Context: an optimization exercise on an open-source flow, tuned for small area. The choices shown serve that exercise and are no tape-out recipe.
At most, simulation tests tie the RTL to the original design; equivalence was not proved.
Only the layout flow was run in runs 2 and 3; the RTL was not checked for function there.
No activity file was given, so power comes from the tool's default toggle rates.

`flow/design.v`:
```
module ps1_sampler (
    input  wire [9:0] sum,
    output wire       ge3,
    output wire       valid
);
    assign ge3   = (sum[9:2] != 8'd0) || (sum[1:0] == 2'd3);
    assign valid = ge3 && (sum != 10'd765);
endmodule
module ps1_weak (
    input  wire       clk,
    input  wire       rst,
    input  wire       wake,
    output wire       adc_start,
    input  wire       adc_busy,
    input  wire [7:0] adc_data,
    output wire       line_drv_low,
    output wire [1:0] status,
    output wire       tx_done_o,
    output wire       sleep
);
    localparam ST_OFF = 2'b00, ST_ACTIVITY = 2'b01, ST_SUCCESS = 2'b10, ST_ERROR = 2'b11;
    localparam SLEEP = 3'd0, START = 3'd1, WAIT = 3'd2, DONE = 3'd3, HIGH = 3'd4, LOW = 3'd5;
    reg [2:0] ws;
    reg [4:0] t;
    reg [9:0] acc;
    reg [1:0] stat;
    wire t_exp   = (t == 5'd1);
    wire hold    = (stat == ST_ERROR);
    wire acc_ge3, valid;
    wire acc_lt3 = !acc_ge3;
    ps1_sampler u_val (.sum(acc), .ge3(acc_ge3), .valid(valid));
    wire [9:0] addend = (ws == WAIT) ? {2'b00, adc_data} : {8'hff, hold, 1'b1};
    wire [9:0] acc_sum = acc + addend;
    wire [4:0] t_dec   = t - 1'b1;
    reg [2:0] n_ws;
    reg [4:0] n_t;
    reg [9:0] n_acc;
    reg [1:0] n_stat;
    always @(*) begin
        n_ws   = ws;
        n_t    = t_dec;
        n_acc  = acc;
        n_stat = stat;
        case (ws)
            SLEEP: if (wake) begin
                n_ws  = START;
                n_acc = 10'd0;
                n_t   = 5'd3;
            end
            START: begin
                n_ws = WAIT;
                n_t  = t;
            end
            WAIT: if (!adc_busy) begin
                n_acc = acc_sum;
                n_ws  = t_exp ? DONE : START;
            end else begin
                n_t = t;
            end
            DONE: begin
                n_ws = LOW;
                if (valid) begin
                    n_t    = 5'd24;
                    n_stat = ST_ACTIVITY;
                end else begin
                    n_t    = 5'd2;
                    n_acc  = 10'd551;
                    n_stat = ST_ERROR;
                end
            end
            LOW: if (t_exp) begin
                n_t = 5'd2;
                if (!hold)
                    n_ws = HIGH;
                else if (acc_lt3)
                    n_ws = SLEEP;
                else
                    n_acc = acc_sum;
            end
            default: begin   
                if (stat == ST_SUCCESS)
                    n_ws = SLEEP;
                else if (t_exp) begin
                    n_t = 5'd2;
                    if (acc_lt3)
                        n_stat = ST_SUCCESS;
                    else begin
                        n_ws  = LOW;
                        n_acc = acc_sum;
                    end
                end
            end
        endcase
    end
    always @(posedge clk) begin
        if (rst) begin
            ws   <= SLEEP;
            stat <= ST_OFF;
        end else begin
            ws   <= n_ws;
            stat <= n_stat;
        end
        t   <= n_t;
        acc <= n_acc;
    end
    assign adc_start    = (ws == START);
    assign line_drv_low = (ws == LOW);
    assign status       = stat;
    assign tx_done_o    = (stat == ST_SUCCESS);
    assign sleep        = (ws == SLEEP);
endmodule
module ps1_master (
    input  wire        clk,
    input  wire        rst,
    input  wire        wake,
    input  wire        line_in,
    output wire        adc_start,
    input  wire        adc_busy,
    input  wire [7:0]  adc_data,
    output wire        charge_en_o,
    output wire        retry_o,
    output wire [1:0]  status,
    output wire [2:0]  dec_state,
    output wire [15:0] edge_count,
    output wire        sleep
);
    localparam ST_OFF = 2'b00, ST_ACTIVITY = 2'b01, ST_SUCCESS = 2'b10, ST_ERROR = 2'b11;
    localparam D_IDLE = 3'd0, D_VERIFY = 3'd1, D_READING = 3'd2, D_TIMEOUT = 3'd3, D_ERROR = 3'd4;
    localparam M_SLEEP = 3'd0, M_DECODE = 3'd1, M_START = 3'd2, M_WAIT = 3'd3, M_DONE = 3'd4;
    localparam [10:0] OVF_INIT = 11'h7ff, OVF_LAST = 11'h22c;
    reg [2:0]  dec_st;
    reg [9:0]  edge_cnt;
    reg [1:0]  idle_cnt;
    reg [10:0] win;
    reg [10:0] ovf_q;
    reg        sync1, sync2, line_p;
    reg        thr_sel;
    reg        charge;
    reg [1:0]  stat_m;
    reg [2:0]  m_st;
    reg  [1:0] smp_z;
    reg        smp_a;
    wire       smp_valid = (smp_z == 2'd3) && !smp_a;
    wire       keep      = (edge_cnt < 10'd232) && !win[10];
    wire st_start = (m_st == M_START);
    wire st_wait  = (m_st == M_WAIT);
    wire take     = st_wait && !adc_busy;
    wire [7:0]  add_lo  = st_start ? ~edge_cnt[7:0] : st_wait ? (adc_data & {8{~adc_busy}}) : 8'hff;
    wire [10:0] win_sum = win + {{3{~st_wait}}, add_lo} + st_start;
    wire [2:0]  z_sum   = {1'b0, smp_z} + {1'b0, adc_data[1:0]};
    reg [2:0]  n_dec_st;
    reg [9:0]  n_edge_cnt;
    reg [1:0]  n_idle_cnt;
    reg [10:0] n_win;
    reg        n_thr_sel, n_charge;
    reg [1:0]  n_stat_m;
    reg [2:0]  n_m_st;
    reg        rst_cmd, line_s, fall, win_exp, ovf, idle_inc;
    always @(*) begin
        n_dec_st   = dec_st;
        n_edge_cnt = edge_cnt;
        n_idle_cnt = idle_cnt;
        n_win      = win_sum;
        n_thr_sel  = thr_sel;
        n_charge   = charge;
        n_stat_m   = stat_m;
        n_m_st     = m_st;
        rst_cmd    = 1'b0;
        idle_inc   = 1'b0;
        case (m_st)
            M_SLEEP: if (wake) begin
                n_m_st   = M_DECODE;
                n_stat_m = ST_ACTIVITY;
                rst_cmd  = 1'b1;
            end
            M_DECODE: begin
                if (dec_st == D_ERROR) begin
                    n_charge = 1'b0;
                    n_stat_m = ST_ERROR;
                    n_m_st   = M_SLEEP;
                end else if (dec_st == D_TIMEOUT) begin
                    n_m_st     = M_START;
                    n_win      = thr_sel ? 11'd18 : 11'd9;
                    n_idle_cnt = 2'd0;
                end
            end
            M_START: n_m_st = M_WAIT;
            M_WAIT: if (!adc_busy) begin
                if (idle_cnt == 2'd2)
                    n_m_st = M_DONE;
                else begin
                    n_m_st   = M_START;
                    idle_inc = 1'b1;
                end
            end
            default: begin   
                if (!smp_valid) begin
                    n_charge = 1'b0;
                    n_stat_m = ST_ERROR;
                    n_m_st   = M_SLEEP;
                end else if (keep) begin
                    n_charge  = 1'b1;
                    n_thr_sel = 1'b1;
                    n_stat_m  = ST_ACTIVITY;
                    n_m_st    = M_DECODE;
                    rst_cmd   = 1'b1;
                end else begin
                    n_charge  = 1'b0;
                    n_thr_sel = 1'b0;
                    n_stat_m  = ST_SUCCESS;
                    n_m_st    = M_SLEEP;
                end
            end
        endcase
        line_s  = sync2;
        fall    = line_p && !line_s;
        win_exp = (dec_st == D_VERIFY || dec_st == D_READING) && (win == 11'd1);
        ovf     = (ovf_q == OVF_LAST);
        if (rst_cmd) begin
            n_dec_st   = D_IDLE;
            n_edge_cnt = 10'd0;
            n_idle_cnt = 2'd0;
        end
        if (fall) begin
            if (n_dec_st == D_IDLE) begin
                n_win    = 11'd8;
                n_dec_st = D_VERIFY;
            end else if (n_dec_st == D_READING) begin
                n_edge_cnt = n_edge_cnt + 1'b1;
            end
        end
        if (win_exp) begin
            if (n_dec_st == D_VERIFY) begin
                if (line_s)
                    n_dec_st = D_IDLE;
                else begin
                    n_edge_cnt = 10'd0;
                    n_win      = 11'd1048;
                    n_dec_st   = D_READING;
                end
            end else if (n_dec_st == D_READING) begin
                n_dec_st = line_s ? D_TIMEOUT : D_ERROR;
            end
        end
        if (ovf && n_dec_st == D_IDLE) begin
            idle_inc = 1'b1;
            if (n_idle_cnt == 2'd2)
                n_dec_st = D_ERROR;
        end
        if (idle_inc)
            n_idle_cnt = n_idle_cnt + 1'b1;
    end
    always @(posedge clk) begin
        if (rst) begin
            dec_st   <= D_IDLE;
            edge_cnt <= 10'd0;
            idle_cnt <= 2'd0;
            ovf_q    <= OVF_INIT;
            sync1    <= 1'b1;
            sync2    <= 1'b1;
            line_p   <= 1'b1;
            thr_sel  <= 1'b0;
            charge   <= 1'b0;
            stat_m   <= ST_OFF;
            m_st     <= M_SLEEP;
        end else begin
            dec_st   <= n_dec_st;
            edge_cnt <= n_edge_cnt;
            idle_cnt <= n_idle_cnt;
            ovf_q    <= ovf ? OVF_INIT : {ovf_q[9:0], ovf_q[10] ^ ovf_q[8]};
            sync1    <= line_in;
            sync2    <= sync1;
            line_p   <= line_s;
            thr_sel  <= n_thr_sel;
            charge   <= n_charge;
            stat_m   <= n_stat_m;
            m_st     <= n_m_st;
        end
        win <= n_win;
        if (m_st == M_DECODE) begin
            smp_z <= 2'd0;
            smp_a <= 1'b1;
        end else if (take) begin
            smp_z <= (adc_data[7:2] != 6'd0 || z_sum[2]) ? 2'd3 : z_sum[1:0];
            smp_a <= smp_a && (adc_data == 8'hff);
        end
    end
    assign adc_start   = (m_st == M_START);
    assign charge_en_o = charge;
    assign retry_o     = charge;
    assign status      = stat_m;
    assign dec_state   = dec_st;
    assign edge_count  = {6'd0, edge_cnt};
    assign sleep       = (m_st == M_SLEEP);
endmodule
module ps1_core (
    input  wire        clk,
    input  wire        rst,
    input  wire        wake_w,
    output wire        adc_start_w,
    input  wire        adc_busy_w,
    input  wire [7:0]  adc_data_w,
    output wire        line_drv_low,
    output wire [1:0]  status_w,
    output wire        tx_done_w,
    output wire        sleep_w,
    input  wire        wake_m,
    input  wire        line_in,
    output wire        adc_start_m,
    input  wire        adc_busy_m,
    input  wire [7:0]  adc_data_m,
    output wire        charge_en,
    output wire        retry_m,
    output wire [1:0]  status_m,
    output wire [2:0]  dec_state,
    output wire [15:0] edge_count,
    output wire        sleep_m
);
    ps1_weak u_weak (
        .clk(clk), .rst(rst), .wake(wake_w),
        .adc_start(adc_start_w), .adc_busy(adc_busy_w), .adc_data(adc_data_w),
        .line_drv_low(line_drv_low), .status(status_w), .tx_done_o(tx_done_w),
        .sleep(sleep_w)
    );
    ps1_master u_master (
        .clk(clk), .rst(rst), .wake(wake_m), .line_in(line_in),
        .adc_start(adc_start_m), .adc_busy(adc_busy_m), .adc_data(adc_data_m),
        .charge_en_o(charge_en), .retry_o(retry_m), .status(status_m),
        .dec_state(dec_state), .edge_count(edge_count), .sleep(sleep_m)
    );
endmodule
```
`flow/flow/run.sh`:
```
#!/bin/bash
# Layout flow: the standard flow (standard.sh) with two changes:
# - synthesis maps the logic with an area-oriented abc script (area.abc)
#   instead of ORFS's speed script, and leaves adders to abc instead of
#   mapping them to half/full-adder cells first; everything else in the
#   synthesis (flip-flop mapping, flattening, renaming) is the standard flow's own;
# - ports are buffered with sky130_fd_sc_hd__buf_1.
# Each tool's output goes to the ORFS logs under orfs/logs; make's own output
# goes to standard.log here.
set -euo pipefail
HERE=$PWD
sed -e '/^source .*synth_preamble.tcl/a set abc_args [lreplace $abc_args 1 1 '"$HERE"'/flow/area.abc]' \
    "$FLOW_HOME/scripts/synth.tcl" > "$HERE/synth_area.tcl"
sed -e "s#source \$::env(SCRIPTS_DIR)/synth.tcl#source $HERE/synth_area.tcl#" \
    "$HERE/synth_recipe.tcl" > "$HERE/synth_recipe_area.tcl"
bash standard.sh SYNTH_SCRIPT="$HERE/synth_recipe_area.tcl" ADDER_MAP_FILE= \
    "BUFFER_PORTS_ARGS=-buffer_cell sky130_fd_sc_hd__buf_1" finish > standard.log 2>&1
```
`flow/flow/area.abc`:
```
strash
&get -n
&fraig -x
&put
scorr
dc2
dretime
strash
&get -n
&dch -f
&nf -R 1000
&put
strash
dc2
&get -n
&dch -f
&nf -R 1000
&put
```
`flow/standard.sh`:
```
#!/bin/bash
# synth_recipe.tcl (not shown) runs the flow's synth.tcl, then flattens the netlist and writes it again
# the make line also repeats each setting of config.mk as NAME=value (left out here)
make -C /OpenROAD-flow-scripts/flow DESIGN_CONFIG=/design/flow/config.mk WORK_HOME=/design/flow/orfs CLKGATE_MAP_FILE= SYNTH_SCRIPT=/design/flow/synth_recipe.tcl "${@:-finish}"
```
`flow/config.mk`:
```
export PLATFORM = sky130hd
export DESIGN_NAME = ps1_core
export DESIGN_NICKNAME = ps1_core
export VERILOG_FILES = /design/flow/design.v
export SDC_FILE = /design/flow/constraint.sdc
export NUM_CORES = 4
export LEC_CHECK = 0
export CAP_MARGIN = 20
export CORE_MARGIN = 2
export CORE_UTILIZATION = 40
export CTS_BUF_LIST = sky130_fd_sc_hd__clkbuf_4
export SLEW_MARGIN = 20
```
`flow/constraint.sdc`:
```
create_clock -name core_clock -period 12.0 [get_ports {clk}]
set_input_delay 2.4000 -clock core_clock [delete_from_list [all_inputs] [get_ports {clk}]]
set_output_delay 2.4000 -clock core_clock [all_outputs]
set_load 0.01 [all_outputs]
```
==> impl_metrics.toml, run 1 <==
[cts]
cts_resized = 0
cts_inserted_buffers = 9
h-tree-depth = 3
cts_setup_buffers = 0
clk_pin_slew_ps = 100
worstSkewPairLatency_ps = 410
postCtsHoldBufs = 0
max-clock-path-buffers = 2
cts_root_buf = "clkbuf_4"
cts_tree = "built"
cts_sinks = 70

[global_route]
grt_first_pass_wirelength_mm = 14.2
grt_max_degree = 33
grt_usage_pct = 17.7
grt.overflow.total = 0
antenna_found_initial = 0
grt_pass1_vias = 2943

[die]
row_count = 34
initial_core_util_pct = 41.4
die_area_um2 = 9810
core_um2 = 8720
die_w_um = 99.0
io_pins = 54
die_height_um = 99.0

[place]
port_buffers = 47
place_inst = 590
dp_hpwl_mm = 6.22
gp_congestion = 0.817
dpl_cell_area_um2 = 3920

[sta]
finalCriticalPeriod_ps = 6250
setup-tns-final_ps = 0
rsz0062_at_grt = "no"
setup_viol = 0
skew_ps = 16.9
period_share_pct = 52.1
drv_slew = 0
worst_pin_slew_ps = 953
fmax_mhz = 160
holdWs_ps = 428
max_slew_margin_pct = 35.8
finalHoldViolCount = 0

[setup_path]
r2r-start = "u_master.m_st[1]"
cp-startpoint = "adc_busy_m"
rrSetupSlack_ps = 7010
r2r_end = "u_master.win[10]"
start_kind = "input pin"
cp-end-kind = "flip-flop"
rr_worst_depth = 18
critPathRequiredTime_ps = 12310
worstPathArrival_ps = 6560
crit_type = "in -> reg"
cp_max_fo = 8

[logic_synthesis]
yosysUniqueCellTypes = 39
avgSynthCellArea_um2 = 8.33
netlist_area_um2 = 3610
synth_edf_count = 15
synth-seq-cells = 70
synthCells = 434
postSynth.asyncResetShare_pct = 0
synthFlopType = "dfxtp_1"
synth_warnings = 2
yosysSeqAreaShare_pct = 42.9

[final_layout]
final_layout_size_suffix_gt1_share_pct = 3.61
finalNonFillerCells = 606
nets = 516
mostFrequentLayoutCells = "nor2_1, dfxtp_1, buf_1"
stdcell_area_um2 = 4050
fillCellCount = 894
n_antenna_cell = 0
area_growth_pct = 12.2

[power_and_ir_drop]
power_mw = 0.881
power_density_nw_per_um2 = 217
ir_drop_v = 0.0000604
power.leakage_nw = 1.41

[route]
wl_per_cell_um = 13.9
wl_mm = 8.44
via_per_inst = 5.29
drtAntennaViolNets = 0
num_vias = 3208
firstDrtPassIters = 4
initialDrtViolationCount = 173
drc = 0

[flow_run]
drv_cap = 0

[hold_path]
min_to = "u_master.sync2"
hp-class = "reg -> reg"
min_from = "u_master.sync1"
min_path_cells = 1

[status]
status = "no timing/DRC/antenna violations"
stage by stage:
step           utilization, %  setup slack [ps]
3_3_place_gp             44.9              5550
4_1_cts                  46.5              5800
2_1_floorplan               -              6010
3_5_place_dp             44.9              5440
6_report                 46.5              5750
5_1_grt                  46.5              5550
report_power, final:
part / switching [mW] / leakage (nW) / total (mW) / internal (mW)
logic: 0.197 / 0.729 / 0.347 / 0.150
clock network: 0.0830 / 0.0759 / 0.150 / 0.0670
registers: 0.0600 / 0.601 / 0.384 / 0.324
Yosys cell counts (all sizes together), types with 2 or more instances:
| cell type | instances | area, µm² |
|---|---|---|
| dfxtp | 55 | 1100 |
| nor2 | 55 | 206 |
| a21oi | 46 | 230 |
| nand2 | 42 | 158 |
| o21ai | 31 | 155 |
| xnor2 | 29 | 254 |
| nor3 | 27 | 135 |
| edfxtp | 15 | 450 |
| or3 | 13 | 81.3 |
| o21a | 10 | 75.1 |
| and3 | 9 | 56.3 |
| nand2b | 9 | 56.3 |
| nor4 | 9 | 56.3 |
| nor2b | 8 | 50.1 |
| or2 | 8 | 50.1 |
| buf | 7 | 52.6 |
| xor2 | 6 | 52.6 |
| a211oi | 5 | 37.5 |
| clkinv | 5 | 18.8 |
| nand4 | 5 | 31.3 |
| and2 | 4 | 25.0 |
| maj3 | 4 | 40.0 |
| nor3b | 4 | 30.0 |
| a21o | 3 | 22.5 |
| a31oi | 3 | 18.8 |
| and4 | 3 | 26.3 |
| nand3 | 3 | 15.0 |
| a21boi | 2 | 15.0 |
| nand4b | 2 | 17.5 |
| o21bai | 2 | 15.0 |
| or4 | 2 | 15.0 |
cell families (layout without fill, tap and decap cells):
kind of cell             count (synthesis)  in the layout  synth area share (%)
AND/OR/NAND/NOR                        204            204                  28.2
XOR/XNOR                                35             35                  8.48
other                                    1              6                 0.104
adder cells (fa/ha/maj)                  4              4                  1.11
flip-flops                              70             70                  42.9
multiplexers                             1              1                 0.277
AO/OA/AOI/OAI                          107            107                  17.0
buffers and inverters                   12             71                  1.97
worst max-delay path: stages:
cell and delay (ps):
buf_1 230, clkinv_1 250, a21oi_1 240, a21oi_1 110, a21o_1 230, o21ai_0 110
o21ai_0 180, maj3_1 410, a21o_1 160, o21ai_0 120, a21oi_1 160, maj3_1 400
o21a_1 120, a21oi_1 190, a21oi_1 140, maj3_1 410, maj3_1 380, xnor2_1 140
a21o_1 170
worst max path at each step:
stage | cells after the start | to
5_1_grt | 19 | u_master.win[10]
6_report | 19 | u_master.win[10]
3_3_place_gp | 19 | u_master.win[10]
3_5_place_dp | 19 | u_master.win[10]
4_1_cts | 19 | u_master.win[10]
2_1_floorplan | 18 | u_master.win[10]
routing by layer:
metal	track usage (%)	share of wire (%)	wire length, µm
met2	25.6	43	3670
met4	5.16	0.92	78
met3	3.05	4.8	403
met5	0	0	0
met1	26.9	51	4300
state kept, by name, indices dropped and copies added, names as in the netlist, 2 cells and up:
register           flops
u_weak.t               5
u_master.edge_cnt     10
u_master.win          11
u_weak.stat            2
u_weak.acc            10
u_master.stat_m        2
u_master.dec_st        3
u_master.smp_z         2
u_master.idle_cnt      2
u_master.m_st          3
u_master.ovf_q        11
u_weak.ws              3
area by class of cell:
cell class / count / area, µm² / share of cell area [%]
clock buffers: 11 / 82.6 / 2.04
clock inverters: 5 / 51.3 / 1.27
inverters: 5 / 18.8 / 0.463
multi-input cells: 357 / 2020 / 49.7
flip-flops and latches: 70 / 1550 / 38.3
well taps: 108 / 135 / 3.33
repair buffers: 50 / 199 / 4.91
==> inputs of run 2 (changes only) <==
--- a/flow/design.v
+++ b/flow/design.v
@@ -138,16 +138,15 @@
     reg        charge;
     reg [1:0]  stat_m;
     reg [2:0]  m_st;
-    reg  [1:0] smp_z;
-    reg        smp_a;
-    wire       smp_valid = (smp_z == 2'd3) && !smp_a;
-    wire       keep      = (edge_cnt < 10'd232) && !win[10];
-    wire st_start = (m_st == M_START);
-    wire st_wait  = (m_st == M_WAIT);
-    wire take     = st_wait && !adc_busy;
-    wire [7:0]  add_lo  = st_start ? ~edge_cnt[7:0] : st_wait ? (adc_data & {8{~adc_busy}}) : 8'hff;
-    wire [10:0] win_sum = win + {{3{~st_wait}}, add_lo} + st_start;
-    wire [2:0]  z_sum   = {1'b0, smp_z} + {1'b0, adc_data[1:0]};
+    wire       smp_ge3, smp_valid;
+    ps1_sampler u_val (.sum(win[9:0]), .ge3(smp_ge3), .valid(smp_valid));
+    wire [9:0]  v3   = {1'b0, edge_cnt[7:0], 1'b0} + {2'b00, edge_cnt[7:0]};
+    wire [10:0] rhs  = {1'b0, win[9:0]} + (thr_sel ? 11'd18 : 11'd9);
+    wire        keep = (edge_cnt < 10'd232) && ({1'b0, v3} <= rhs);
+    wire smp_run = (m_st == M_START) || (m_st == M_WAIT);
+    wire take    = (m_st == M_WAIT) && !adc_busy;
+    wire [10:0] addend  = smp_run ? {3'b000, adc_data & {8{take}}} : 11'h7ff;
+    wire [10:0] win_sum = win + addend;
     reg [2:0]  n_dec_st;
     reg [9:0]  n_edge_cnt;
     reg [1:0]  n_idle_cnt;
@@ -180,7 +179,7 @@
                     n_m_st   = M_SLEEP;
                 end else if (dec_st == D_TIMEOUT) begin
                     n_m_st     = M_START;
-                    n_win      = thr_sel ? 11'd18 : 11'd9;
+                    n_win      = 11'd0;
                     n_idle_cnt = 2'd0;
                 end
             end
@@ -277,13 +276,6 @@
             m_st     <= n_m_st;
         end
         win <= n_win;
-        if (m_st == M_DECODE) begin
-            smp_z <= 2'd0;
-            smp_a <= 1'b1;
-        end else if (take) begin
-            smp_z <= (adc_data[7:2] != 6'd0 || z_sum[2]) ? 2'd3 : z_sum[1:0];
-            smp_a <= smp_a && (adc_data == 8'hff);
-        end
     end
     assign adc_start   = (m_st == M_START);
     assign charge_en_o = charge;
==> flow/run.sh (new file) <==
#!/bin/bash
# synth_recipe.tcl (not shown) runs the flow's synth.tcl, then flattens the netlist and writes it again
# the make line also repeats each setting of config.mk as NAME=value (left out here)
make -C /OpenROAD-flow-scripts/flow DESIGN_CONFIG=/design/flow/config.mk WORK_HOME=/design/flow/orfs CLKGATE_MAP_FILE= SYNTH_SCRIPT=/design/flow/synth_recipe.tcl finish
--- a/flow/config.mk
+++ b/flow/config.mk
@@ -8,5 +8,4 @@
 export CAP_MARGIN = 20
 export CORE_MARGIN = 2
 export CORE_UTILIZATION = 40
-export CTS_BUF_LIST = sky130_fd_sc_hd__clkbuf_4
 export SLEW_MARGIN = 20
removed: flow/flow/run.sh
removed: flow/flow/area.abc
removed: flow/standard.sh
==> impl_metrics.toml, run 2 <==
[cts]
cts_tree = "built"
cts_resized = 0
h-tree-depth = 3
cts_inserted_buffers = 9
clk_pin_slew_ps = 60
cts_root_buf = "clkbuf_16"
max-clock-path-buffers = 2
worstSkewPairLatency_ps = 330
cts_sinks = 67
cts_setup_buffers = 0
postCtsHoldBufs = 0

[power_and_ir_drop]
power_mw = 1.19
power.leakage_nw = 2.27
ir_drop_v = 0.0000863
power_density_nw_per_um2 = 212

[setup_path]
rrSetupSlack_ps = 7640
r2r-start = "u_master.win[0]"
start_kind = "input pin"
rr_worst_depth = 20
critPathRequiredTime_ps = 12240
crit_type = "in -> reg"
cp_max_fo = 9
worstPathArrival_ps = 5680
r2r_end = "u_master.edge_cnt[8]"
cp-end-kind = "flip-flop"

[sta]
worst_pin_slew_ps = 782
drv_slew = 0
max_slew_margin_pct = 47.2
fmax_mhz = 184
finalCriticalPeriod_ps = 5450
finalHoldViolCount = 0
setup_viol = 0
skew_ps = 7.76
period_share_pct = 45.4
rsz0062_at_grt = "no"
setup-tns-final_ps = 0
finalWorstSetupSlack_ps = 6550

[final_layout]
final_common_cell = "nand2_1"
mostFrequentLayoutCells = "nand2_1, nor2_1, dfxtp_1"
fillCellCount = 1144
nets = 691
n_antenna_cell = 0
fin_util_pct = 48.9
top_regs = "u_master.ovf_q (11), u_master.win (11)"
area_growth_pct = 18.0
final_layout_size_suffix_gt1_share_pct = 5.63

[route]
firstDrtPassIters = 4
via_per_inst = 5.38
drtAntennaViolNets = 0
initialDrtViolationCount = 207
wl_per_cell_um = 14.1
drc = 0
num_vias = 4116
wl_mm = 10.8

[logic_synthesis]
yosysUniqueCellTypes = 64
synthTopCellsByArea = "dfxtp_1, ha_1, edfxtp_1"
synth_warnings = 2
netlist_area_um2 = 4780
synthCells = 574
synth_commonest_cells = "nand2_1, nor2_1, dfxtp_1"
avgSynthCellArea_um2 = 8.32
synth-seq-cells = 67
yosysSeqAreaShare_pct = 31.2
synthFlopType = "dfxtp_1"
synth_top_area_share_pct = 21.8
postSynth.asyncResetShare_pct = 0
synth_edf_count = 15
yosysTopAreaCell = "dfxtp_1"
yosysMostFrequentCell = "nand2_1"

[place]
gp_congestion = 0.874
pre_cts_ws_ps = 6210
dp_hpwl_mm = 8.28
port_buffers = 47

[die]
initial_core_util_pct = 41.5
die_height_um = 113
row_count = 39
die_w_um = 113
die_area_um2 = 12800
io_pins = 54
core_um2 = 11500

[hold_path]
min_from = "u_master.sync1"
min_path_cells = 1
hp-class = "reg -> reg"
min_to = "u_master.sync2"

[global_route]
grt_max_degree = 36
antenna_found_initial = 0
grt_pass1_vias = 4004
grt_usage_pct = 17.4
grt.overflow.total = 0
grt_first_pass_wirelength_mm = 18.4

[status]
status = "no timing/DRC/antenna violations"

[flow_run]
drv_cap = 0
## run 2: metrics by stage
stage                     area [µm²]  cells  hold WS, ps
after detailed placement        5350    750          400
after CTS                       5640    765          414
after global placement          5350    750          398
final                           5640    765          410
after global routing            5640    765          429
after floorplan                 4800    579          389
## run 2: worst max path at each step
stage | start | endpoint | slack, ps
after floorplan | adc_busy_m | u_master.win[10] | 7050
after global placement | adc_busy_m | u_master.win[10] | 6370
after detailed placement | adc_busy_m | u_master.win[10] | 6210
after CTS | adc_busy_m | u_master.win[10] | 6550
after global routing | adc_busy_m | u_master.win[10] | 6250
final | adc_busy_m | u_master.win[10] | 6550
## run 2: kinds of logic (layout without fill, tap and decap cells)
family                   Yosys count  after routing  synth area share, %
AND/OR/NAND/NOR                  243            243                 26.3
AO/OA/AOI/OAI                    114            114                 15.6
flip-flops                        67             67                 31.2
buffers and inverters             55             98                 4.98
adder cells (fa/ha/maj)           50             50                 13.7
XOR/XNOR                          41             41                 7.52
multiplexers                       3              3                0.629
other                              1              6               0.0785
## run 2: final cells by class
cell class	instances	area, µm²	share of cell area, %
Tap cell	143	179	3.17
Timing Repair Buffer	49	485	8.61
Inverter	34	128	2.26
Sequential cell	67	1490	26.5
Clock inverter	5	35.0	0.622
Clock buffer	10	250	4.44
Multi-Input combinational cell	457	3070	54.4
## run 2: report_power, final
part / internal, mW / total (mW) / switching, mW
logic: 0.252 / 0.557 / 0.305
registers: 0.309 / 0.383 / 0.0736
clock network: 0.152 / 0.252 / 0.100
## run 2: per-layer routing
metal / track usage (%) / vias to the layer above / wire (µm)
li1: - / 2113 / -
met1: 23.6 / 1919 / 5370
met2: 28.5 / 78 / 4900
met3: 3.11 / 6 / 417
met4: 4.96 / 0 / 98
met5: 0 / - / 0
## run 2: worst max-delay path, cell delays in order
cell and delay [ps]:
clkdlybuf4s50_1 420, nand2b_1 180, nor2_1 410, nand2_1 100, nand2_1 80, ha_1 160
inv_1 50, fa_1 370, nor2b_1 160, o21ai_0 130, a21boi_0 240, o21ai_0 170
a211oi_1 280, o21ai_0 140, and3_1 200, o31ai_1 190
==> inputs of run 3 (changes only) <==
--- a/flow/config.mk
+++ b/flow/config.mk
@@ -8,4 +8,5 @@
 export CAP_MARGIN = 20
 export CORE_MARGIN = 2
 export CORE_UTILIZATION = 40
+export CTS_BUF_LIST = sky130_fd_sc_hd__clkbuf_4
 export SLEW_MARGIN = 20
==> impl_metrics.toml, run 3 <==
[status]
status = "no timing/DRC/antenna violations"

[sta]
finalHoldViolCount = 0
rsz0062_at_grt = "no"
skew_ps = 16.9
drv_slew = 0
fmax_mhz = 187
setup_viol = 0
setup-tns-final_ps = 0
period_share_pct = 44.5
finalCriticalPeriod_ps = 5330
max_slew_margin_pct = 47.9
worst_pin_slew_ps = 771

[setup_path]
crit_type = "in -> reg"
cpLargestDelayFamily = "compound AO/OA/AOI/OAI gates"
path_cells = "clkdlybuf4s50_1 -> nand2b_1 -> nor2_1 -> nand2_1 -> nand2_1 -> ha_1 -> inv_1 -> fa_1 -> nor2b_1 -> o21ai_0 -> a21boi_0 -> o21ai_0 -> a211oi_1 -> o21ai_0 -> and3_1 -> o31ai_1"
r2r-start = "u_master.thr_sel"
critPathRequiredTime_ps = 12340
start_kind = "input pin"
slowest_stage = "clkdlybuf4s50_1"
cp-startpoint = "adc_busy_m"
timing.critical_path.mode_cell = "o21ai_0"
rrSetupSlack_ps = 7670
cp-end-kind = "flip-flop"
critPathBufInv = 2
cpPeakStageDelay_ps = 420
cp_max_fo = 9
worstPathArrival_ps = 5680

[logic_synthesis]
yosysSeqAreaShare_pct = 31.2
synth_top_area_share_pct = 21.8
synth_commonest_cells = "nand2_1, nor2_1, dfxtp_1"
synthCells = 574
avgSynthCellArea_um2 = 8.32
synth-seq-cells = 67
yosysUniqueCellTypes = 64
synth_edf_count = 15
synth_warnings = 2
postSynth.asyncResetShare_pct = 0
synthFlopType = "dfxtp_1"
yosysMostFrequentCell = "nand2_1"
netlist_area_um2 = 4780
yosysTopAreaCell = "dfxtp_1"
synthTopCellsByArea = "dfxtp_1, ha_1, edfxtp_1"

[global_route]
antenna_found_initial = 0
grt_pass1_vias = 3999
grt_first_pass_wirelength_mm = 18.3
grt_max_degree = 36
grt_usage_pct = 17.3
grt.overflow.total = 0

[route]
num_vias = 4129
wl_per_cell_um = 14.0
wl_mm = 10.7
via_per_inst = 5.40
drtAntennaViolNets = 0
drc = 0
initialDrtViolationCount = 234
firstDrtPassIters = 4

[final_layout]
mostFrequentLayoutCells = "nand2_1, nor2_1, dfxtp_1"
area_growth_pct = 14.8
final_common_cell = "nand2_1"
nets = 691
top_regs = "u_master.ovf_q (11), u_master.win (11)"
finalNonFillerCells = 765
final_layout_size_suffix_gt1_share_pct = 5.63
n_antenna_cell = 0

[die]
die_area_um2 = 12800
die_height_um = 113
io_pins = 54
die_w_um = 113
initial_core_util_pct = 41.5
core_um2 = 11500
row_count = 39

[power_and_ir_drop]
power_mw = 1.09
swShare_pct = 42.7
power_density_nw_per_um2 = 199
ir_drop_v = 0.0000703
clockPowerShare_pct = 13.8
pwr-share-comb_pct = 51.1
power_frac_seq_pct = 35.1
power.leakage_nw = 2.21
p_sw_mw = 0.465
intPower_mw = 0.624

[hold_path]
hp-class = "reg -> reg"
min_from = "u_master.sync1"

[place]
place_inst = 750
gp_congestion = 0.874
port_buffers = 47
dp_hpwl_mm = 8.28

[cts]
postCtsHoldBufs = 0
cts_setup_buffers = 0
cts_root_buf = "clkbuf_4"
cts_tree = "built"
cts_resized = 0
h-tree-depth = 3
max-clock-path-buffers = 2
cts_inserted_buffers = 9
clk_pin_slew_ps = 120
cts_sinks = 67
worstSkewPairLatency_ps = 430

[flow_run]
drv_cap = 0
## run 3: cell counts after synthesis
Identical to the previous run, type by type.
## run 3: cell families (layout without fill, tap and decap cells)
kind of cell               count (synthesis)  in the layout  synth area share (%)
other                                      1              6                0.0785
muxes                                      3              3                 0.629
xor gates and xnor gates                  41             41                  7.52
DFF                                       67             67                  31.2
buffers and inverters                     55             98                  4.98
adders and majority gates                 50             50                  13.7
and+or+nand+nor                          243            243                  26.3
AOI/OAI and AO/OA                        114            114                  15.6
## run 3: worst register-to-register path, cell delays in order (launching register included)
cell,delay [ps]
dfxtp_1,350
inv_1,120
ha_1,190
inv_1,60
fa_1,470
nand4b_1,200
nand2_1,120
nand2_1,70
xor2_1,170
ha_1,300
a21o_1,160
a21o_1,170
a211oi_1,430
o21ai_1,150
o21ai_1,490
nor2_1,90
ha_1,220
nand2_1,90
nor2_1,80
nand4_1,100
xor2_1,140
nor2_1,50
## run 3: power groups by stage
stage,Combinational [mW],Sequential [mW],Clock [mW]
6_report,0.557,0.382,0.150
5_1_grt,0.636,0.392,0.165
4_1_cts,0.556,0.381,0.157
3_5_place_dp,0.550,0.386,0
3_3_place_gp,0.535,0.384,0
2_1_floorplan,0.439,0.358,0
## run 3: through the flow
step	hold WS (ps)	util (%)	setup slack [ps]	area, µm²
after floorplan	389	-	7050	4800
after global placement	398	46.5	6370	5350
after detailed placement	400	46.5	6210	5350
after CTS	430	47.6	6660	5480
after global routing	446	47.6	6370	5480
final	424	47.6	6670	5480
## run 3: final timing paths
path | endpoint | cells past startpoint
max | u_master.win[10] | 16
min | u_master.sync2 | 1
max reg2reg | u_master.edge_cnt[8] | 21
min reg2reg | u_master.sync2 | 1
## run 3: final cells by class
| class | count | area, µm² |
|---|---|---|
| inverters | 34 | 128 |
| well taps | 143 | 179 |
| fillers | 1167 | 6030 |
| flip-flops and latches | 67 | 1490 |
| clock inverters | 6 | 65.1 |
| multi-input cells | 457 | 3070 |
| clock buffers | 9 | 67.6 |
| repair buffers | 49 | 485 |
## run 3: layer usage
| layer | GRT usage (%) | up-vias | part of all wire, % |
|---|---|---|---|
| li1 | - | 2110 | - |
| met1 | 23.4 | 1919 | 49 |
| met2 | 28.4 | 88 | 45 |
| met3 | 2.95 | 12 | 4.7 |
| met4 | 5.45 | 0 | 1.3 |
| met5 | 0 | - | 0 |
==> inputs of run 4 (changes only) <==
--- a/flow/design.v
+++ b/flow/design.v
@@ -19,8 +19,9 @@
     output wire       sleep
 );
     localparam ST_OFF = 2'b00, ST_ACTIVITY = 2'b01, ST_SUCCESS = 2'b10, ST_ERROR = 2'b11;
-    localparam SLEEP = 3'd0, START = 3'd1, WAIT = 3'd2, DONE = 3'd3, HIGH = 3'd4, LOW = 3'd5;
-    reg [2:0] ws;
+    localparam SLEEP = 4'd0, START = 4'd1, WAIT = 4'd2, START1 = 4'd3, WAIT1 = 4'd4, START2 = 4'd5, WAIT2 = 4'd6,
+               DONE = 4'd7, HIGH = 4'd8, LOW = 4'd9;
+    reg [3:0] ws;
     reg [4:0] t;
     reg [9:0] acc;
     reg [1:0] stat;
@@ -29,67 +30,62 @@
     wire acc_ge3, valid;
     wire acc_lt3 = !acc_ge3;
     ps1_sampler u_val (.sum(acc), .ge3(acc_ge3), .valid(valid));
-    wire [9:0] addend = (ws == WAIT) ? {2'b00, adc_data} : {8'hff, hold, 1'b1};
+    wire in_wait = (ws == WAIT) || (ws == WAIT1) || (ws == WAIT2);
+    wire take   = in_wait && !adc_busy;
+    wire count  = t_exp && acc_ge3 && ((ws == LOW && hold) || (ws == HIGH && stat != ST_SUCCESS));
+    wire [9:0] addend = take ? {2'b00, adc_data} : count ? {8'hff, hold, 1'b1} : 10'd0;
     wire [9:0] acc_sum = acc + addend;
-    wire [4:0] t_dec   = t - 1'b1;
-    reg [2:0] n_ws;
+    wire [4:0] t_step  = {t[3:0], t[4] ^ t[2]};
+    reg [3:0] n_ws;
     reg [4:0] n_t;
     reg [9:0] n_acc;
     reg [1:0] n_stat;
     always @(*) begin
         n_ws   = ws;
-        n_t    = t_dec;
-        n_acc  = acc;
+        n_t    = t_step;
+        n_acc  = acc_sum;
         n_stat = stat;
         case (ws)
             SLEEP: if (wake) begin
                 n_ws  = START;
                 n_acc = 10'd0;
-                n_t   = 5'd3;
-            end
-            START: begin
-                n_ws = WAIT;
-                n_t  = t;
-            end
-            WAIT: if (!adc_busy) begin
-                n_acc = acc_sum;
-                n_ws  = t_exp ? DONE : START;
-            end else begin
-                n_t = t;
             end
+            START:  n_ws = WAIT;
+            WAIT:   if (!adc_busy) n_ws = START1;
+            START1: n_ws = WAIT1;
+            WAIT1:  if (!adc_busy) n_ws = START2;
+            START2: n_ws = WAIT2;
+            WAIT2:  if (!adc_busy) n_ws = DONE;
             DONE: begin
                 n_ws = LOW;
                 if (valid) begin
-                    n_t    = 5'd24;
+                    n_t    = 5'd12;   
                     n_stat = ST_ACTIVITY;
                 end else begin
-                    n_t    = 5'd2;
+                    n_t    = 5'd16;   
                     n_acc  = 10'd551;
                     n_stat = ST_ERROR;
                 end
             end
             LOW: if (t_exp) begin
-                n_t = 5'd2;
+                n_t = 5'd16;
                 if (!hold)
                     n_ws = HIGH;
                 else if (acc_lt3)
                     n_ws = SLEEP;
-                else
-                    n_acc = acc_sum;
             end
-            default: begin   
+            HIGH: begin
                 if (stat == ST_SUCCESS)
                     n_ws = SLEEP;
                 else if (t_exp) begin
-                    n_t = 5'd2;
+                    n_t = 5'd16;
                     if (acc_lt3)
                         n_stat = ST_SUCCESS;
-                    else begin
+                    else
                         n_ws  = LOW;
-                        n_acc = acc_sum;
-                    end
                 end
             end
+            default: ;
         endcase
     end
     always @(posedge clk) begin
@@ -103,7 +99,7 @@
         t   <= n_t;
         acc <= n_acc;
     end
-    assign adc_start    = (ws == START);
+    assign adc_start    = (ws == START) || (ws == START1) || (ws == START2);
     assign line_drv_low = (ws == LOW);
     assign status       = stat;
     assign tx_done_o    = (stat == ST_SUCCESS);
@@ -126,7 +122,7 @@
 );
     localparam ST_OFF = 2'b00, ST_ACTIVITY = 2'b01, ST_SUCCESS = 2'b10, ST_ERROR = 2'b11;
     localparam D_IDLE = 3'd0, D_VERIFY = 3'd1, D_READING = 3'd2, D_TIMEOUT = 3'd3, D_ERROR = 3'd4;
-    localparam M_SLEEP = 3'd0, M_DECODE = 3'd1, M_START = 3'd2, M_WAIT = 3'd3, M_DONE = 3'd4;
+    localparam M_SLEEP = 3'd0, M_DECODE = 3'd4, M_START = 3'd2, M_WAIT = 3'd3, M_DONE = 3'd1;
     localparam [10:0] OVF_INIT = 11'h7ff, OVF_LAST = 11'h22c;
     reg [2:0]  dec_st;
     reg [9:0]  edge_cnt;
@@ -138,15 +134,16 @@
     reg        charge;
     reg [1:0]  stat_m;
     reg [2:0]  m_st;
-    wire       smp_ge3, smp_valid;
-    ps1_sampler u_val (.sum(win[9:0]), .ge3(smp_ge3), .valid(smp_valid));
-    wire [9:0]  v3   = {1'b0, edge_cnt[7:0], 1'b0} + {2'b00, edge_cnt[7:0]};
-    wire [10:0] rhs  = {1'b0, win[9:0]} + (thr_sel ? 11'd18 : 11'd9);
-    wire        keep = (edge_cnt < 10'd232) && ({1'b0, v3} <= rhs);
-    wire smp_run = (m_st == M_START) || (m_st == M_WAIT);
-    wire take    = (m_st == M_WAIT) && !adc_busy;
-    wire [10:0] addend  = smp_run ? {3'b000, adc_data & {8{take}}} : 11'h7ff;
-    wire [10:0] win_sum = win + addend;
+    reg  [1:0] smp_z;
+    reg        smp_a;
+    wire       smp_valid = (smp_z == 2'd3) && !smp_a;
+    wire       keep      = (edge_cnt < 10'd232) && !win[10];
+    wire st_start = (m_st == M_START);
+    wire st_wait  = (m_st == M_WAIT);
+    wire take     = st_wait && !adc_busy;
+    wire [7:0]  add_lo  = st_start ? ~edge_cnt[7:0] : st_wait ? (adc_data & {8{~adc_busy}}) : 8'hff;
+    wire [10:0] win_sum = win + {{3{~st_wait}}, add_lo} + st_start;
+    wire [2:0]  z_sum   = {1'b0, smp_z} + {1'b0, adc_data[1:0]};
     reg [2:0]  n_dec_st;
     reg [9:0]  n_edge_cnt;
     reg [1:0]  n_idle_cnt;
@@ -179,7 +176,7 @@
                     n_m_st   = M_SLEEP;
                 end else if (dec_st == D_TIMEOUT) begin
                     n_m_st     = M_START;
-                    n_win      = 11'd0;
+                    n_win      = thr_sel ? 11'd18 : 11'd9;
                     n_idle_cnt = 2'd0;
                 end
             end
@@ -276,6 +273,13 @@
             m_st     <= n_m_st;
         end
         win <= n_win;
+        if (m_st == M_DECODE) begin
+            smp_z <= 2'd0;
+            smp_a <= 1'b1;
+        end else if (take) begin
+            smp_z <= (adc_data[7:2] != 6'd0 || z_sum[2]) ? 2'd3 : z_sum[1:0];
+            smp_a <= smp_a && (adc_data == 8'hff);
+        end
     end
     assign adc_start   = (m_st == M_START);
     assign charge_en_o = charge;
==> flow/flow/run.sh (new file) <==
#!/bin/bash
# Layout flow: the standard flow (standard.sh) with two changes:
# - synthesis maps the logic with an area-oriented abc script (area.abc,
#   with a 60-second &deepsyn pass)
#   instead of ORFS's speed script, and leaves adders to abc instead of
#   mapping them to half/full-adder cells first; everything else in the
#   synthesis (flip-flop mapping, flattening, renaming) is the standard flow's own;
# - ports are buffered with sky130_fd_sc_hd__buf_1;
# - clock tree synthesis inserts no dummy loads.
# Each tool's output goes to the ORFS logs under orfs/logs; make's own output
# goes to standard.log here.
set -euo pipefail
HERE=$PWD
sed -e '/^source .*synth_preamble.tcl/a set abc_args [lreplace $abc_args 1 1 '"$HERE"'/flow/area.abc]' \
    "$FLOW_HOME/scripts/synth.tcl" > "$HERE/synth_area.tcl"
sed -e "s#source \$::env(SCRIPTS_DIR)/synth.tcl#source $HERE/synth_area.tcl#" \
    "$HERE/synth_recipe.tcl" > "$HERE/synth_recipe_area.tcl"
bash standard.sh SYNTH_SCRIPT="$HERE/synth_recipe_area.tcl" ADDER_MAP_FILE= \
    "BUFFER_PORTS_ARGS=-buffer_cell sky130_fd_sc_hd__buf_1" \
    "CTS_ARGS=-sink_clustering_enable -repair_clock_nets -buf_list sky130_fd_sc_hd__clkbuf_8 -dont_use_dummy_load" \
    finish > standard.log 2>&1
==> flow/flow/area.abc (new file) <==
strash
&get -n
&fraig -x
&put
scorr
dc2
dretime
strash
&get -n
&deepsyn -T 60
&put
strash
&get -n
&dch -f
&nf -R 1000
&put
==> flow/standard.sh (new file) <==
#!/bin/bash
# synth_recipe.tcl (not shown) runs the flow's synth.tcl, then flattens the netlist and writes it again
# the make line also repeats each setting of config.mk as NAME=value (left out here)
make -C /OpenROAD-flow-scripts/flow DESIGN_CONFIG=/design/flow/config.mk WORK_HOME=/design/flow/orfs CLKGATE_MAP_FILE= SYNTH_SCRIPT=/design/flow/synth_recipe.tcl "${@:-finish}"
removed: flow/run.sh
==> impl_metrics.toml, run 4 <==
[place]
place_inst = 561
port_buffers = 47
pre_cts_ws_ps = 6010
dp_hpwl_mm = 5.78
gp_congestion = 0.827

[logic_synthesis]
synth_xor_area_share_pct = 7.96
synthMuxAreaShare_pct = 0.595
synth_fa_ha_area_share_pct = 0.892
avgSynthCellArea_um2 = 8.23
yosys.area_share.simple_pct = 30.2
synth-seq-cells = 71
yosysSeqAreaShare_pct = 42.2
synth_warnings = 2
yosysUniqueCellTypes = 40
synth_edf_count = 0
synthFlopType = "dfxtp_1"
synth_top_area_share_pct = 42.2
netlist_area_um2 = 3370
synth_commonest_cells = "dfxtp_1, nor2_1, nand2_1"
synth_compound_area_share_pct = 16.0
synthCells = 409
yosysMostFrequentCell = "dfxtp_1"
synthTopCellsByArea = "dfxtp_1, a21oi_1, nor2_1"
postSynth.asyncResetShare_pct = 0
synth_top_family_by_area = "simple AND/OR/NAND/NOR gates"
yosysTopAreaCell = "dfxtp_1"

[final_layout]
seqCellArea_um2 = 1420
final_common_cell = "dfxtp_1"
multiInputGateArea_um2 = 1900
area_growth_pct = 12.5
mostFrequentLayoutCells = "dfxtp_1, buf_1, nor2_1"
finalNonFillerCells = 570
n_antenna_cell = 0
nets = 490
top_regs = "u_master.ovf_q (11), u_master.win (11)"
final_layout_size_suffix_gt1_share_pct = 2.58
fillCellCount = 831

[route]
firstDrtPassIters = 5
wl_per_cell_um = 13.7
wl_mm = 7.82
num_vias = 2981
drc = 0
via_per_inst = 5.23
initialDrtViolationCount = 71
drtAntennaViolNets = 0

[cts]
cts_root_buf = "clkbuf_8"
cts_resized = 0
worstSkewPairLatency_ps = 340
cts_sinks = 71
clk_pin_slew_ps = 80
h-tree-depth = 3
cts_tree = "built"
postCtsHoldBufs = 0
max-clock-path-buffers = 2
cts_inserted_buffers = 9
cts_setup_buffers = 0

[setup_path]
worstPathArrival_ps = 6000
critPathRequiredTime_ps = 12240
r2r_end = "u_weak.acc[9]"
r2r-start = "u_weak.ws[2]"
start_kind = "input pin"
crit_type = "in -> reg"
cp-end-kind = "flip-flop"
rr_worst_depth = 20
cp_max_fo = 10
rrSetupSlack_ps = 7370

[flow_run]
drv_cap = 0

[status]
status = "no timing/DRC/antenna violations"

[sta]
setup_viol = 0
rsz0062_at_grt = "no"
period_share_pct = 48.0
worst_pin_slew_ps = 944
finalWorstSetupSlack_ps = 6240
max_slew_margin_pct = 37.1
skew_ps = 24.4
finalHoldViolCount = 0
fmax_mhz = 174
drv_slew = 0
setup-tns-final_ps = 0
finalCriticalPeriod_ps = 5760

[hold_path]
hp-class = "reg -> reg"
min_from = "u_master.ovf_q[4]"
min_to = "u_master.ovf_q[5]"
min_path_cells = 1

[power_and_ir_drop]
ir_drop_v = 0.0000623
power.leakage_nw = 1.38
power_density_nw_per_um2 = 169

[die]
io_pins = 54
die_height_um = 95.7
die_w_um = 95.7
initial_core_util_pct = 41.2
core_um2 = 8180
die_area_um2 = 9160
row_count = 33

[global_route]
grt_max_degree = 32
grt.overflow.total = 0
grt_usage_pct = 17.9
grt_pass1_vias = 2723
grt_first_pass_wirelength_mm = 12.9
antenna_found_initial = 0
==> run 4: area by class of cell <==
class,instances,area share [%]
Inverter,4,0.397
Timing Repair Buffer,49,5.06
Tap cell,105,3.47
Sequential cell,71,37.6
Clock buffer,9,3.27
Multi-Input combinational cell,332,50.2
==> run 4: routing by layer <==
metal | up-vias | GRT usage, % | routed length [µm] | part of all wire, %
met5 | - | 0 | 0 | 0
met4 | 0 | 6.31 | 79 | 1.0
met3 | 6 | 2.82 | 279 | 3.6
met2 | 56 | 28.0 | 3540 | 45
met1 | 1371 | 25.1 | 3920 | 50
li1 | 1548 | - | - | -
==> run 4: logic make-up after synthesis <==
logic type	after synthesis
and+or+nand+nor	201
AOI/OAI and AO/OA	91
DFF	71
xor gates and xnor gates	29
buffers and inverters	11
adders and majority gates	3
muxes	2
other	1
==> run 4: critical path, stage by stage <==
cell and delay (ps):
buf_1 90, nor2b_1 520, and3_1 310, nor2_1 80
nor2_1 130, and2_0 170, o21bai_1 150, maj3_1 240
nand2_1 70, and3_1 210, o21ai_0 210, o21ai_0 150
and2_0 210, o21ai_0 200, o21ai_0 200, mux2i_1 280
nand2_1 100, xor2_1 150, o21ai_0 140
==> run 4: worst max-delay path by stage <==
| stage | from | end | slack [ps] | cells past startpoint |
|---|---|---|---|---|
| 2_1_floorplan | adc_busy_w | u_weak.acc[9] | 6350 | 16 |
| 3_3_place_gp | adc_busy_m | u_master.win[10] | 6150 | 19 |
| 3_5_place_dp | adc_busy_m | u_master.win[10] | 6010 | 19 |
| 4_1_cts | adc_busy_m | u_master.win[10] | 6320 | 19 |
| 5_1_grt | adc_busy_m | u_master.win[10] | 5810 | 19 |
| 6_report | adc_busy_m | u_master.win[10] | 6240 | 19 |
==> run 4: per-stage QoR <==
stage | instance area, µm² | util (%) | total power [mW] | hold slack [ps]
5_1_grt | 3780 | 46.3 | 0.686 | 471
3_3_place_gp | 3650 | 44.7 | 0.491 | 405
6_report | 3780 | 46.3 | 0.638 | 443
2_1_floorplan | 3380 | - | 0.456 | 391
4_1_cts | 3780 | 46.2 | 0.644 | 439
3_5_place_dp | 3650 | 44.7 | 0.497 | 429
==> run 4: where the power goes <==
group / switching (mW) / internal (mW) / leakage, nW / total [mW]
Sequential: 0.0406 / 0.278 / 0.582 / 0.318
Combinational: 0.0905 / 0.0850 / 0.733 / 0.175
Clock: 0.0773 / 0.0670 / 0.0647 / 0.144
==> inputs of run 5 (changes only) <==
--- a/flow/flow/run.sh
+++ b/flow/flow/run.sh
@@ -1,7 +1,6 @@
 #!/bin/bash
 # Layout flow: the standard flow (standard.sh) with two changes:
-# - synthesis maps the logic with an area-oriented abc script (area.abc,
-#   with a 60-second &deepsyn pass)
+# - synthesis maps the logic with an area-oriented abc script (area.abc)
 #   instead of ORFS's speed script, and leaves adders to abc instead of
 #   mapping them to half/full-adder cells first; everything else in the
 #   synthesis (flip-flop mapping, flattening, renaming) is the standard flow's own;
@@ -17,5 +16,5 @@
     "$HERE/synth_recipe.tcl" > "$HERE/synth_recipe_area.tcl"
 bash standard.sh SYNTH_SCRIPT="$HERE/synth_recipe_area.tcl" ADDER_MAP_FILE= \
     "BUFFER_PORTS_ARGS=-buffer_cell sky130_fd_sc_hd__buf_1" \
-    "CTS_ARGS=-sink_clustering_enable -repair_clock_nets -buf_list sky130_fd_sc_hd__clkbuf_8 -dont_use_dummy_load" \
+    "CTS_ARGS=-sink_clustering_enable -repair_clock_nets -buf_list sky130_fd_sc_hd__clkbuf_4 -dont_use_dummy_load" \
     finish > standard.log 2>&1
==> flow/flow/area.abc (replaced) <==
strash
&get -n
&fraig -x
&put
scorr
dc2
dretime
strash
&get -n
&dch -f
&nf -R 1000
&put
strash
dc2
&get -n
&dch -f
&nf -R 1000
&put
==> impl_metrics.toml, run 5 <==
[final_layout]
final_layout_size_suffix_gt1_share_pct = 2.26
area_growth_pct = 10.4
mostFrequentLayoutCells = "dfxtp_1, a21oi_1, buf_1"
top_regs = "u_master.ovf_q (11), u_master.win (11)"
final_common_cell = "dfxtp_1"
nets = 512
n_antenna_cell = 0

[logic_synthesis]
synth_xor_area_share_pct = 7.81
yosys.area_share.simple_pct = 28.0
synth_top_family_by_area = "simple AND/OR/NAND/NOR gates"
yosysUniqueCellTypes = 42
avgSynthCellArea_um2 = 8.06
synthFlopType = "dfxtp_1"
synth_compound_area_share_pct = 18.9
synth_top_area_share_pct = 40.9
synth_edf_count = 0
yosysTopAreaCell = "dfxtp_1"
netlist_area_um2 = 3480
yosysMostFrequentCell = "dfxtp_1"
synth_fa_ha_area_share_pct = 1.44
synthCells = 431
synth-seq-cells = 71
yosysSeqAreaShare_pct = 40.9
postSynth.asyncResetShare_pct = 0
synth_warnings = 2
synthTopCellsByArea = "dfxtp_1, a21oi_1, xnor2_1"
synthMuxAreaShare_pct = 0.288
synth_commonest_cells = "dfxtp_1, a21oi_1, nand2_1, nor2_1, o21ai_0"

[route]
initialDrtViolationCount = 140
num_vias = 3196
wl_mm = 8.23
wl_per_cell_um = 13.8
drtAntennaViolNets = 0
via_per_inst = 5.37
drc = 0
firstDrtPassIters = 4

[power_and_ir_drop]
swShare_pct = 37.0
power.leakage_nw = 1.34
power_frac_seq_pct = 50.4
ir_drop_v = 0.0000608
power_density_nw_per_um2 = 172
clockPowerShare_pct = 16.2
power_mw = 0.662
pwr-share-comb_pct = 33.5
p_sw_mw = 0.245
intPower_mw = 0.417

[global_route]
antenna_found_initial = 0
grt_pass1_vias = 3025
grt_first_pass_wirelength_mm = 13.9
grt_max_degree = 28
grt_usage_pct = 17.8
grt.overflow.total = 0

[die]
die_area_um2 = 9450
die_height_um = 97.2
io_pins = 54
die_w_um = 97.2
initial_core_util_pct = 40.6
core_um2 = 8550
row_count = 34

[setup_path]
cp_max_fo = 11
crit_type = "in -> reg"
start_kind = "input pin"
cp-end-kind = "flip-flop"
r2r-start = "u_weak.t[3]"
cpPeakStageDelay_ps = 630
path_cells = "buf_1 -> or4_1 -> nand2_1 -> o21ai_0 -> nor2_1 -> maj3_1 -> nand2_1 -> o21ai_0 -> nand2_1 -> o21ai_0 -> nand2_1 -> a21oi_1 -> o21a_1 -> clkinv_1 -> maj3_1 -> maj3_1 -> a21oi_1 -> a21oi_1 -> xnor2_1 -> nand2_1 -> nand2_1 -> o31ai_1"
critPathRequiredTime_ps = 12260
rrSetupSlack_ps = 7100
slowest_stage = "or4_1"
worstPathArrival_ps = 6310
rr_worst_depth = 24
r2r_end = "u_weak.acc[9]"
timing.critical_path.mode_cell = "nand2_1"

[sta]
setup_viol = 0
fmax_mhz = 165
rsz0062_at_grt = "no"
finalHoldViolCount = 0
setup-tns-final_ps = 0
drv_slew = 0
worst_pin_slew_ps = 834
finalCriticalPeriod_ps = 6050
period_share_pct = 50.4
max_slew_margin_pct = 43.9
skew_ps = 29.2

[cts]
cts_resized = 0
cts_setup_buffers = 0
worstSkewPairLatency_ps = 400
cts_tree = "built"
cts_inserted_buffers = 9
clk_pin_slew_ps = 120
postCtsHoldBufs = 0
cts_sinks = 71
max-clock-path-buffers = 2
cts_root_buf = "clkbuf_4"
h-tree-depth = 3

[place]
gp_congestion = 0.903
port_buffers = 47
dp_hpwl_mm = 6.20

[hold_path]
hp-class = "reg -> reg"
min_from = "u_master.ovf_q[4]"
min_to = "u_master.ovf_q[5]"
min_path_cells = 1

[status]
status = "no timing/DRC/antenna violations"

[flow_run]
drv_cap = 0
[run 5: cell count changes in the layout (fill, tap and decap cells not counted), moves of 6 or more]
| cell | before | now |
|---|---|---|
| a21oi_1 | 37 | 52 |
| clkbuf_4 | 0 | 9 |
| clkbuf_8 | 9 | 0 |
| clkinv_1 | 4 | 10 |
| nor2b_1 | 16 | 7 |
| o21ai_0 | 23 | 36 |
| or3_1 | 9 | 3 |
| xnor2_1 | 16 | 24 |
[run 5: cells by family (layout without fill, tap and decap cells)]
group	after synthesis	count (layout)
mux	1	1
other cells	1	6
buf+inv	17	68
compound gates	117	117
xor+xnor	31	31
simple gates	188	188
flops	71	71
fa+ha+maj	5	5
[run 5: per-layer routing]
metal,up-vias,global-route usage (%),share of wire [%]
li1,1647,-,-
met1,1473,23.2,49
met2,66,29.4,45
met3,10,3.31,4.2
met4,0,6.73,1.4
met5,-,0,0
[run 5: worst max-delay path, delay by kind of cell]
family / cells / cell delay [ps]
simple gates: 8 / 1480
compound gates: 8 / 1050
fa+ha+maj: 3 / 1050
xor+xnor: 1 / 180
buf+inv: 2 / 160
[run 5: layout make-up]
class | instances | area [µm²]
Tap cell | 108 | 135
Timing Repair Buffer | 49 | 191
Clock buffer | 9 | 67.6
Inverter | 10 | 37.5
Fill cell | 875 | 4710
Sequential cell | 71 | 1420
Multi-Input combinational cell | 348 | 1980
[run 5: how the worst max path moves through the flow]
| stage | endpoint | startpoint | slack (ps) | depth (start not counted) |
|---|---|---|---|---|
| 3_5_place_dp | u_weak.acc[9] | adc_busy_w | 5580 | 22 |
| 4_1_cts | u_weak.acc[9] | adc_busy_w | 5990 | 22 |
| 3_3_place_gp | u_weak.acc[9] | adc_busy_w | 5730 | 22 |
| 2_1_floorplan | u_weak.acc[9] | adc_busy_w | 6040 | 21 |
| 5_1_grt | u_weak.acc[9] | adc_busy_w | 5530 | 22 |
| 6_report | u_weak.acc[9] | adc_busy_w | 5950 | 22 |
[run 5: metrics by stage]
step | instance area [µm²] | hold WS [ps] | utilization [%] | cells | setup slack [ps]
floorplan | 3490 | 391 | - | 436 | 6040
global placement | 3770 | 394 | 44.1 | 586 | 5730
detailed placement | 3770 | 409 | 44.1 | 586 | 5580
CTS | 3840 | 431 | 44.9 | 595 | 5990
global route | 3840 | 448 | 44.9 | 595 | 5530
finish | 3840 | 426 | 44.9 | 595 | 5950
[run 5: power groups by stage]
stage	combinational [mW]	sequential, mW	clock [mW]
2_1_floorplan	0.178	0.325	0
3_3_place_gp	0.215	0.337	0
3_5_place_dp	0.220	0.338	0
4_1_cts	0.221	0.333	0.111
5_1_grt	0.254	0.342	0.121
6_report	0.221	0.333	0.107

## re-timing with driven ports
The flow's constraints put no driver on any port. The routed layouts listed below were extracted and timed again, unchanged, in two steps.
Step 1 (the two cells are an assumption about what drives the block):
set clk [get_ports {clk}]
set_driving_cell -lib_cell sky130_fd_sc_hd__clkbuf_16 $clk
set_driving_cell -lib_cell sky130_fd_sc_hd__buf_2 [delete_from_list [all_inputs] $clk]
Step 2 also shifts input and output timing later by t, the mid clock arrival at the registers, as if the neighbouring blocks saw the same clock.
Slacks: no drivers / after step 1 / after step 2; pairs: no drivers / after step 1.
run	t (ns)	setup slack, ns	worst data-port slew with drivers (ns)	pins driven straight from the clock port
run 1	0.435	5.749 / 5.757 / 5.322	0.03	1
run 2	0.362	6.553 / 6.569 / 6.207	0.04	1
run 3	0.450	6.665 / 6.674 / 6.225	0.04	1
run 4	0.357	6.245 / 6.256 / 5.899	0.03	1
run 5	0.419	5.953 / 5.963 / 5.544	0.04	1
After both steps every run listed still meets setup and hold. For run 3, which loses most, drivers alone change the setup slack by +0.009 ns; drivers and shift together by -0.440 ns.
